This is an optimization exercise on Yosys and OpenROAD, whose aim is small area, a short achievable clock period and few clock cycles, not a production implementation. In this exercise RTL edits were held to simulation tests only and were not proved equivalent to the original. No activity file was given, so power comes from the tool's default toggle rates.

== run A ==
Design franklin_rx, start of the top module:
module franklin_rx (
    input  wire       clk,
    input  wire       rst,           
    input  wire       in_valid,
    input  wire       in_timeout,
    input  wire [7:0] in_byte,
    output wire       in_ready,
    output reg        tx_valid,
    output wire [7:0] tx_byte,
    output reg        ind_valid,
    input  wire       ind_ready,
    output reg        ind_dispatch,
    output reg  [7:0] ind_data,
    output reg        ind_last,
    input  wire [1:0] verdict
);
Size in the first run: about 3600 cells after synthesis, roughly 1500 flip-flops, roughly 36 I/O pins, about 0.057 sq mm of cells after synthesis.
Settings: LEC_CHECK=0, CAP_MARGIN=20, CORE_MARGIN=2, CORE_UTILIZATION=50, CTS_CLUSTER_DIAMETER=100, CTS_CLUSTER_SIZE=20, PLACE_DENSITY=0.65, SLEW_MARGIN=20; clock period 10.0 ns.
standard.sh (not shown) runs the stock make flow with config.mk's settings and CLKGATE_MAP_FILE= SYNTH_SCRIPT=/design/flow/synth_recipe.tcl, a recipe that flattens the netlist after the stock synthesis.
==> flow/flow/run.sh <==
#!/bin/bash
# The standard layout (the standard.sh: standard synthesis, floorplan,
# placement, CTS, routing), with the setup repair steps aiming for more slack
# than the clock period needs, so that they shorten the critical paths.
set -euo pipefail
export SETUP_SLACK_MARGIN=7.2
bash standard.sh > standard.log 2>&1
Testbench counts of run A, summed over its fixed seeds: cycles 80,353.
For run B, these inputs were changed with respect to run A:
# run A
export LEC_CHECK = 0
export CAP_MARGIN = 20
export CORE_MARGIN = 2
export CORE_UTILIZATION = 50
export CTS_CLUSTER_DIAMETER = 100
export CTS_CLUSTER_SIZE = 20
export PLACE_DENSITY = 0.65
export SLEW_MARGIN = 20
create_clock -name core_clock -period 10.0 [get_ports {clk}]
# run B
export LEC_CHECK = 0
export CAP_MARGIN = 20
export CORE_MARGIN = 2
export CORE_UTILIZATION = 45
export CTS_CLUSTER_DIAMETER = 100
export CTS_CLUSTER_SIZE = 20
export PLACE_DENSITY = 0.6
export SLEW_MARGIN = 20
create_clock -name core_clock -period 10.0 [get_ports {clk}]
-- flow/flow/run.sh --
<<< run A, line 5
set -euo pipefail
export SETUP_SLACK_MARGIN=7.2
bash standard.sh > standard.log 2>&1
>>> run B, line 5
set -euo pipefail
export SETUP_SLACK_MARGIN=7.0
bash standard.sh > standard.log 2>&1
Notes after the runs:
The uppermost signal routing layer after detailed routing comes out met4 in one run and met5 in the other, namely in run A and run B respectively.
Going from run A to run B, utilization shows a reduction of 6.5 points, effective utilization at floorplan shows a reduction of 5.2 points, shortest clock period the worst path allows after layout shows an increase of 0.058 ns, maximum achievable frequency shows a reduction of 1.8%, post-cts resize count shows a reduction of 82.
Per the comparison of run B with run A, maximum single-stage delay on the critical path grew by 0.02 ns, fraction of area in registers grew by 0.98 points, hold slack shrank by 0.015 ns, detailed-route wire length grew by about 1.5%.
Run B vs run A, standard cell with the maximum stage delay on the critical path: sky130_fd_sc_hd__dfxtp_4 vs sky130_fd_sc_hd__dfxtp_2
| non-clock buffer count | run B vs run A | about 13% lower |
Run B: number of core rows higher than run A
The following lists how run C was set up differently from run B:
# run B
export LEC_CHECK = 0
export CAP_MARGIN = 20
export CORE_MARGIN = 2
export CORE_UTILIZATION = 45
export CTS_CLUSTER_DIAMETER = 100
export CTS_CLUSTER_SIZE = 20
export PLACE_DENSITY = 0.6
export SLEW_MARGIN = 20
create_clock -name core_clock -period 10.0 [get_ports {clk}]
# run C
export LEC_CHECK = 0
export CAP_MARGIN = 20
export CORE_MARGIN = 2
export CORE_UTILIZATION = 50
export CTS_CLUSTER_DIAMETER = 100
export CTS_CLUSTER_SIZE = 24
export PLACE_DENSITY = 0.65
export SLEW_MARGIN = 20
create_clock -name core_clock -period 10.0 [get_ports {clk}]
--- outcome ---
Total power, run B and run C, higher one = run B.
Run B has a lower upper clock frequency limit than run C.
Of run B and run C, the lower sequential cell area share belongs to run B.
Of run C and run B, it is run C that has the higher non-clock buffer count.
[diff] clock tree skew after final layout, run C relative to run B: improvement
In run C the shortest period the worst path allows turned out 0.042 ns lower than in run B.
Run C and run B ended up with roughly the same clock latency of the later-clocked register in the worst-skew pair.
Diff run B -> run C | wire length of the first global-routing pass | down by a few percent
Compare run B and run C | fraction of power consumed by sequential logic higher: run C
Here is what was changed in the inputs of run D compared with run C.
# run C
export LEC_CHECK = 0
export CAP_MARGIN = 20
export CORE_MARGIN = 2
export CORE_UTILIZATION = 50
export CTS_CLUSTER_DIAMETER = 100
export CTS_CLUSTER_SIZE = 24
export PLACE_DENSITY = 0.65
export SLEW_MARGIN = 20
create_clock -name core_clock -period 10.0 [get_ports {clk}]
# run D
export LEC_CHECK = 0
export CAP_MARGIN = 0
export CORE_MARGIN = 2
export CORE_UTILIZATION = 50
export CTS_CLUSTER_DIAMETER = 100
export CTS_CLUSTER_SIZE = 20
export PLACE_DENSITY = 0.65
export SLEW_MARGIN = 0
create_clock -name core_clock -period 10.0 [get_ports {clk}]
Notes after the runs:
Re number of well taps: no difference whatsoever between run D and run C. On first-pass GRT wire length, run D and run C are neck and neck. Relative to run C, worst max-slew margin expressed relative to the limit has gone down in run D. Total vias in the final route across run D and run C: no real change. From run C to run D the numbers moved as follows: post-layout instance area did not really move; met1 wire length now sits lower; latest clock arrival within the worst-skew pair roughly the same.

port drivers added, routing unchanged:
Ports are ideal in the flow. The routed layouts listed here were re-timed in OpenROAD. Step 1 sets driving cells, clkbuf_16 on the clock port and buf_2 on the other inputs (assumed; they add their load-dependent delay and slew). Step 2 moves the port delays by t, midway between the first and last clock arrival at a register: inputs arrive t later, outputs are due t later. That takes back most of the time a late clock gives input paths. Slacks: ideal / step 1 / step 2; pairs: ideal / step 1.
| run | t, ns | setup slack, ns | worst slew at a driven data input, ns |
|---|---|---|---|
| run A | 0.748 | 6.856 / 6.779 / 6.380 | 0.06 |
| run B | 0.752 | 6.798 / 6.726 / 6.313 | 0.08 |
| run C | 0.739 | 6.839 / 6.772 / 6.322 | 0.05 |
| run D | 0.750 | 6.831 / 6.762 / 6.346 | 0.05 |
After both steps setup and hold are still met in every run listed. The setup slack of run C, which loses most, moves by -0.067 ns with the drivers and by -0.517 ns with both steps.
